This is an optimization exercise on Yosys and OpenROAD, whose aim is small area, not a production implementation.
Function was checked by simulation only, so behaviour that the tests miss may differ from the original.
The flow treats the clock pin as an ideal source, which a real chip does not have.
No activity file was given, so power comes from the tool's default toggle rates.

// rbhe
module rbhe (
    input  wire        clk,
    input  wire        rst,
    input  wire        bus_en,
    input  wire        bus_we,
    input  wire [7:0]  bus_addr,
    input  wire [31:0] bus_wdata,
    output reg  [31:0] bus_rdata,
    input  wire        rx_valid,
    input  wire [7:0]  rx_data,
    input  wire        rx_err,
    output wire        rx_ready,
    output wire        tx_valid,
    output reg  [7:0]  tx_data,
    output wire        tx_flush,
    input  wire        tx_ready,
    input  wire        tx_drained,
    input  wire        tx_err,
    output wire        irq,
    output wire        link_owned,
    output wire        handoff
);
Size: ~690 flip-flops.
Settings: LEC_CHECK=0, CAP_MARGIN=20, CORE_MARGIN=2, CORE_UTILIZATION=40, CTS_BUF_LIST=sky130_fd_sc_hd__clkbuf_8, CTS_CLUSTER_DIAMETER=50, CTS_CLUSTER_SIZE=20, PLACE_DENSITY=0.6, SLEW_MARGIN=20, SYNTH_HIERARCHICAL=1, SYNTH_MINIMUM_KEEP_SIZE=0; clock period 10.0 ns.
run.sh (not shown) runs the stock make flow with config.mk's settings and CLKGATE_MAP_FILE= SYNTH_SCRIPT=/design/flow/synth_recipe.tcl, a recipe that flattens the netlist after the stock synthesis.
Change:
==> flow/flow/run.sh (new file) <==
#!/bin/bash
# Own layout flow: the standard flow (standard.sh, standard synthesis
# unchanged), with CTS without dummy loads and larger sink clusters, port
# buffers of the smallest buffer cell, and power (area) recovery after
# global routing.
set -euo pipefail
export CTS_ARGS="-sink_clustering_enable -repair_clock_nets -sink_clustering_size 30 -sink_clustering_max_diameter 60 -buf_list sky130_fd_sc_hd__clkbuf_16 -dont_use_dummy_load"
export BUFFER_PORTS_ARGS="-buffer_cell sky130_fd_sc_hd__buf_1"
export RECOVER_POWER=100
bash standard.sh > standard_make.log 2>&1
==> flow/standard.sh (new file) <==
#!/bin/bash
# synth_recipe.tcl (not shown) runs the flow's synth.tcl, then flattens the netlist and writes it again
# the make line also repeats each setting of config.mk as NAME=value (left out here)
make -C /OpenROAD-flow-scripts/flow DESIGN_CONFIG=/design/flow/config.mk WORK_HOME=/design/flow/orfs CLKGATE_MAP_FILE= SYNTH_SCRIPT=/design/flow/synth_recipe.tcl "${@:-finish}"
--- a/flow/config.mk
+++ b/flow/config.mk
@@ -9,7 +9,4 @@
 export CORE_MARGIN = 2
 export CORE_UTILIZATION = 40
-export CTS_BUF_LIST = sky130_fd_sc_hd__clkbuf_8
-export CTS_CLUSTER_DIAMETER = 50
-export CTS_CLUSTER_SIZE = 20
 export PLACE_DENSITY = 0.6
 export SLEW_MARGIN = 20
removed: flow/run.sh
After rerunning:
- This time the run reached the layout checks and failed them: capacitance limit, slew limit
- routed wire length came out lower by 0.76%
- non-clock buffer count came out lower by 1
- clock-buffer cell count came out lower by 25

---

rbhe, a different RTL version from the one above (not shown whole).
For scale: ~2,400 cells after synthesis.
clock: 10.0 ns
lec_check: 0
cap_margin: 20
core_margin: 2
core_utilization: 40
place_density: 0.6
slew_margin: 20
synth_hierarchical: 1
synth_minimum_keep_size: 0
standard.sh (not shown) runs the stock make flow with config.mk's settings and CLKGATE_MAP_FILE= SYNTH_SCRIPT=/design/flow/synth_recipe.tcl, a recipe that flattens the netlist after the stock synthesis.
==> flow/flow/run.sh <==
#!/bin/bash
# Own layout flow: the standard flow (standard.sh, standard synthesis
# unchanged) with these changes:
#  - CTS with larger sink clusters and without dummy loads, then clock
#    buffers shrunk where flip-flop clock slews allow, and logic cells shrunk
#    where slews and slacks allow (flow/post_cts.tcl);
#  - port buffers of the smallest buffer cell.
# The make output goes to standard_make.log; ORFS writes each step's log
# under orfs/logs/.
set -euo pipefail
here=$(pwd)
export CTS_ARGS="-sink_clustering_enable -repair_clock_nets -sink_clustering_size 35 -sink_clustering_max_diameter 70 -buf_list sky130_fd_sc_hd__clkbuf_16 -dont_use_dummy_load"
export POST_CTS_TCL="$here/flow/post_cts.tcl"
export BUFFER_PORTS_ARGS="-buffer_cell sky130_fd_sc_hd__buf_1"
bash standard.sh > standard_make.log 2>&1
Other scripts of this flow, unchanged in this note and not shown: flow/flow/downsize_clk.tcl, flow/flow/downsize_logic.tcl, flow/flow/post_cts.tcl
The baseline went through all stages and came out clean.
Next try:
--- a/flow/flow/run.sh
+++ b/flow/flow/run.sh
@@ -10,5 +10,5 @@
 set -euo pipefail
 here=$(pwd)
-export CTS_ARGS="-sink_clustering_enable -repair_clock_nets -sink_clustering_size 35 -sink_clustering_max_diameter 70 -buf_list sky130_fd_sc_hd__clkbuf_16 -dont_use_dummy_load"
+export CTS_ARGS="-sink_clustering_enable -repair_clock_nets -sink_clustering_size 30 -sink_clustering_max_diameter 60 -buf_list sky130_fd_sc_hd__clkbuf_16 -dont_use_dummy_load"
 export POST_CTS_TCL="$here/flow/post_cts.tcl"
 export BUFFER_PORTS_ARGS="-buffer_cell sky130_fd_sc_hd__buf_1"
Settings changed: CORE_UTILIZATION 40 to 60, PLACE_DENSITY 0.6 to 0.7.
After rerunning:
- The changed run went through all stages and came out clean
- setup slack is worse by 0.068 ns
- sequential share of layout area is higher by 0.81 points
- wire length goes up slightly
- worst hold slack loses 0.0051 ns

---

Setup of run A:
rbhe again, from the RTL that the note above started with.
clock: 10.0 ns
lec_check: 0
cap_margin: 20
core_margin: 2
core_utilization: 40
place_density: 0.6
slew_margin: 20
synth_hierarchical: 1
synth_minimum_keep_size: 0
==> flow/flow/run.sh <==
#!/bin/bash
# Own layout flow: the standard flow (standard.sh, standard synthesis
# unchanged) with these changes:
#  - CTS with larger sink clusters and without dummy loads, then clock
#    buffers shrunk where flip-flop clock slews allow (flow/post_cts.tcl);
#  - port buffers of the smallest buffer cell.
# The make output goes to standard_make.log; ORFS writes each step's log
# under orfs/logs/.
set -euo pipefail
here=$(pwd)
export CTS_ARGS="-sink_clustering_enable -repair_clock_nets -sink_clustering_size 30 -sink_clustering_max_diameter 60 -buf_list sky130_fd_sc_hd__clkbuf_16 -dont_use_dummy_load"
export POST_CTS_TCL="$here/flow/post_cts.tcl"
export BUFFER_PORTS_ARGS="-buffer_cell sky130_fd_sc_hd__buf_1"
bash standard.sh > standard_make.log 2>&1
==> flow/flow/downsize_clk.tcl <==
# Downsize clock tree buffers to the smallest clkbuf that keeps the slew at
# every pin the buffer drives within a target; a buffer that cannot stay
# within it keeps its cell.
proc my_clk_pin_slew {pins} {
  set worst 0
  foreach pin $pins {
    foreach s [list [get_property $pin slew_max_rise] [get_property $pin slew_max_fall]] {
      if {$s > $worst} { set worst $s }
    }
  }
  return $worst
}
proc downsize_clock_buffers {limit_ns cands} {
  set n 0
  set saved 0.0
  set bufs {}
  foreach inst [get_cells *] {
    set m [get_property $inst ref_name]
    if {[string match "sky130_fd_sc_hd__clkbuf_*" $m]} {
      set out [get_pins -of_objects $inst -filter "direction == output"]
      set net [get_nets -of_objects $out]
      # only buffers on the clock network
      set is_clk 0
      foreach p [get_pins -of_objects $net -filter "direction == input"] {
        if {[get_property $p is_clock]} { set is_clk 1; break }
      }
      if {$is_clk} { lappend bufs $inst }
    }
  }
  set ffpins [get_pins -hierarchical */CLK]
  foreach inst $bufs {
    set orig [get_property $inst ref_name]
    set out [get_pins -of_objects $inst -filter "direction == output"]
    set net [get_nets -of_objects $out]
    set loads [get_pins -of_objects $net -filter "direction == input"]
    set in_net [get_nets -of_objects [get_pins -of_objects $inst -filter "direction == input"]]
    set up_loads [get_pins -of_objects $in_net -filter "direction == input"]
    set chosen $orig
    foreach c $cands {
      if {$c eq $orig} { break }
      set lc [lindex [get_lib_cells */$c] 0]
      if {[get_property $lc area] >= [get_property [lindex [get_lib_cells */$orig] 0] area]} { continue }
      replace_cell $inst $lc
      estimate_parasitics -placement
      set w [my_clk_pin_slew $ffpins]
      if {$w <= $limit_ns} { set chosen $c; break }
    }
    if {$chosen ne [get_property $inst ref_name]} {
      replace_cell $inst [lindex [get_lib_cells */$chosen] 0]
    }
    if {$chosen ne $orig} {
      incr n
      set saved [expr {$saved + [get_property [lindex [get_lib_cells */$orig] 0] area] - [get_property [lindex [get_lib_cells */$chosen] 0] area]}]
    }
  }
  estimate_parasitics -placement
  puts "downsize_clock_buffers: $n of [llength $bufs] buffers downsized, [format %.1f $saved] um2 saved"
}
==> flow/flow/post_cts.tcl <==
source [file join [file dirname [info script]] downsize_clk.tcl]
estimate_parasitics -placement
downsize_clock_buffers 0.110 {sky130_fd_sc_hd__clkbuf_2 sky130_fd_sc_hd__clkbuf_4 sky130_fd_sc_hd__clkbuf_8 sky130_fd_sc_hd__clkbuf_16}
detailed_placement
check_placement -verbose
estimate_parasitics -placement
Run A: flow completed, timing, DRC and antenna clean
What run B does differently from run A at the input level:
--- a/flow/flow/downsize_clk.tcl
+++ b/flow/flow/downsize_clk.tcl
@@ -1,3 +1,3 @@
-# Downsize clock tree buffers to the smallest clkbuf that keeps the slew at
-# every pin the buffer drives within a target; a buffer that cannot stay
+# Downsize clock tree buffers to the smallest clkbuf that keeps the worst slew
+# at any flip-flop clock pin within a target; a buffer that cannot stay
 # within it keeps its cell.
[summary]
~same worst-path maximum fanout in run B and run A. From run A to run B, critical path depth did not move at all. Met2 layer usage reported by global route: run A vs run B — no meaningful difference. The area of the placeable core of run A and that of run B are within noise of each other.
> inputs changed (run B -> run C)
--- a/flow/flow/run.sh
+++ b/flow/flow/run.sh
@@ -4,3 +4,4 @@
 #  - CTS with larger sink clusters and without dummy loads, then clock
-#    buffers shrunk where flip-flop clock slews allow (flow/post_cts.tcl);
+#    buffers shrunk where flip-flop clock slews allow, and logic cells shrunk
+#    where slews and slacks allow (flow/post_cts.tcl);
 #  - port buffers of the smallest buffer cell.
==> flow/flow/downsize_logic.tcl (new file) <==
# Downsize logic cells to a smaller drive strength of the same function when
# the pins they drive keep a slew within a target, no max-slew or max-cap
# violation appears, and the worst setup and hold slacks stay above margins.
proc my_net_load_slew {net} {
  set worst 0
  foreach pin [get_pins -of_objects $net -filter "direction == input"] {
    foreach s [list [get_property $pin slew_max_rise] [get_property $pin slew_max_fall]] {
      if {$s > $worst} { set worst $s }
    }
  }
  return $worst
}
proc downsize_logic_cells {slew_limit setup_margin hold_margin} {
  set n 0
  set saved 0.0
  set slew0 [sta::max_slew_violation_count]
  set cap0 [sta::max_capacitance_violation_count]
  foreach inst [get_cells *] {
    set ref [get_property $inst ref_name]
    if {![regexp {^(sky130_fd_sc_hd__[a-z0-9]+)_([0-9]+)$} $ref -> base drive]} { continue }
    if {[regexp {(df|dl|clk|tap|fill|decap|conb|probe|lpflow|ha$|fa$)} $base]} { continue }
    set cur [lindex [get_lib_cells */$ref] 0]
    set cur_area [get_property $cur area]
    set cands {}
    foreach lc [get_lib_cells */${base}_*] {
      set nm [get_name $lc]
      if {![regexp {^[a-z0-9_]+_([0-9]+)$} $nm]} { continue }
      set a [get_property $lc area]
      if {$a < $cur_area && ![string match "*lpflow*" $nm]} { lappend cands [list $a $lc] }
    }
    if {$cands eq {}} { continue }
    set outs [get_pins -of_objects $inst -filter "direction == output"]
    set onet [get_nets -of_objects $outs]
    foreach c [lsort -real -index 0 $cands] {
      set lc [lindex $c 1]
      replace_cell $inst $lc
      set ok 1
      if {[my_net_load_slew $onet] > $slew_limit} { set ok 0 }
      if {$ok && [sta::max_slew_violation_count] > $slew0} { set ok 0 }
      if {$ok && [sta::max_capacitance_violation_count] > $cap0} { set ok 0 }
      if {$ok && [worst_slack -max] < $setup_margin} { set ok 0 }
      if {$ok && [worst_slack -min] < $hold_margin} { set ok 0 }
      if {$ok} {
        incr n
        set saved [expr {$saved + $cur_area - [lindex $c 0]}]
        break
      }
      replace_cell $inst $cur
    }
  }
  puts "downsize_logic_cells: $n cells downsized, [format %.1f $saved] um2 saved"
}
--- a/flow/flow/post_cts.tcl
+++ b/flow/flow/post_cts.tcl
@@ -1,4 +1,6 @@
 source [file join [file dirname [info script]] downsize_clk.tcl]
+source [file join [file dirname [info script]] downsize_logic.tcl]
 estimate_parasitics -placement
 downsize_clock_buffers 0.110 {sky130_fd_sc_hd__clkbuf_2 sky130_fd_sc_hd__clkbuf_4 sky130_fd_sc_hd__clkbuf_8 sky130_fd_sc_hd__clkbuf_16}
+downsize_logic_cells 0.8 0.5 0.1
 detailed_placement
[summary]
- For total setup violations reported at the end of the flow, run C and run B come out practically identical.
- Run C against run B: number of fill cells went up by 0.68%; overall routing resource usage closely matched the old numbers.
- As far as clock distribution area overhead in the final layout is concerned, run B and run C perform about the same.
- | total via count in the routed design | run B vs run C | ≈ equal |
- Lower worst setup slack among run C and run B: run C
- Cell area after layout sits lower in run C than in run B.
diff inputs: run C => run D
# run C
export LEC_CHECK = 0
export CAP_MARGIN = 20
export CORE_MARGIN = 2
export CORE_UTILIZATION = 40
export PLACE_DENSITY = 0.6
export SLEW_MARGIN = 20
export SYNTH_HIERARCHICAL = 1
export SYNTH_MINIMUM_KEEP_SIZE = 0
create_clock -name core_clock -period 10.0 [get_ports {clk}]
# run D
export LEC_CHECK = 0
export CAP_MARGIN = 20
export CORE_MARGIN = 2
export CORE_UTILIZATION = 60
export PLACE_DENSITY = 0.7
export SLEW_MARGIN = 20
export SYNTH_HIERARCHICAL = 1
export SYNTH_MINIMUM_KEEP_SIZE = 0
create_clock -name core_clock -period 10.0 [get_ports {clk}]
--- a/flow/flow/run.sh
+++ b/flow/flow/run.sh
@@ -11,3 +11,3 @@
 here=$(pwd)
-export CTS_ARGS="-sink_clustering_enable -repair_clock_nets -sink_clustering_size 30 -sink_clustering_max_diameter 60 -buf_list sky130_fd_sc_hd__clkbuf_16 -dont_use_dummy_load"
+export CTS_ARGS="-sink_clustering_enable -repair_clock_nets -sink_clustering_size 35 -sink_clustering_max_diameter 70 -buf_list sky130_fd_sc_hd__clkbuf_16 -dont_use_dummy_load"
 export POST_CTS_TCL="$here/flow/post_cts.tcl"
--- a/flow/flow/post_cts.tcl
+++ b/flow/flow/post_cts.tcl
@@ -3,3 +3,3 @@
 estimate_parasitics -placement
-downsize_clock_buffers 0.110 {sky130_fd_sc_hd__clkbuf_2 sky130_fd_sc_hd__clkbuf_4 sky130_fd_sc_hd__clkbuf_8 sky130_fd_sc_hd__clkbuf_16}
+downsize_clock_buffers 0.120 {sky130_fd_sc_hd__clkbuf_2 sky130_fd_sc_hd__clkbuf_4 sky130_fd_sc_hd__clkbuf_8 sky130_fd_sc_hd__clkbuf_16}
 downsize_logic_cells 0.8 0.5 0.1
### Flow results
- Relative to run C, met2 capacity usage during global routing has increased by 15 points in run D.
- Between run C and run D, the flow reports count of clock-buffer cells in the layout decreasing by more than 10%.
- Compared with run C, in run D detailed-route wire length per cell up about 12%; sequential cell count flat; fraction of standard cell area in multi-input logic up 0.55 points; non-clock buffer count down 0.71%.
- Per the comparison of run D with run C, part of the total power dissipated in combinational logic closely matched the old numbers, final area lost about 1.6%, standby leakage power now sits lower, number of vias after detailed routing went up by 784.

## port drivers added, routing unchanged
The flow's constraints put no driver on any port. The routed layouts listed below were extracted and timed again, unchanged, in two steps.
Step 1 sets driving cells, clkbuf_16 on the clock port and buf_2 on the other inputs (assumed; they add their load-dependent delay and slew).
Step 2 times the ports against the registers' clock, not the clock port: input delays grow and output delays shrink by t, the midpoint of the rising clock arrivals with the driver on.
a / b / c = ideal ports / drivers / drivers and shift; a / b = the first two.
run	t (ns)	setup slack, ns	worst setup path at the end	slew at the worst register clock pin (ns)	cell pins on the clock port's net
the first run of note 1	0.730	1.094 / 1.029 / 1.759	register to output	0.11 / 0.11	1
the second run of note 1	0.644	0.955 / 0.887 / 1.531	register to output	0.11 / 0.11	1
the first run of note 2	0.651	1.637 / 1.567 / 2.218	register to output	0.12 / 0.12	1
the second run of note 2	0.639	1.569 / 1.507 / 2.146	register to output	0.11 / 0.11	1
run A	0.621	2.198 / 2.131 / 2.752	register to output	0.11 / 0.11	1
run B	0.621	2.198 / 2.131 / 2.752	register to output	0.11 / 0.11	1
run C	0.623	1.729 / 1.662 / 2.284	register to output	0.11 / 0.11	1
run D	0.625	1.598 / 1.537 / 2.162	register to output	0.12 / 0.12	1
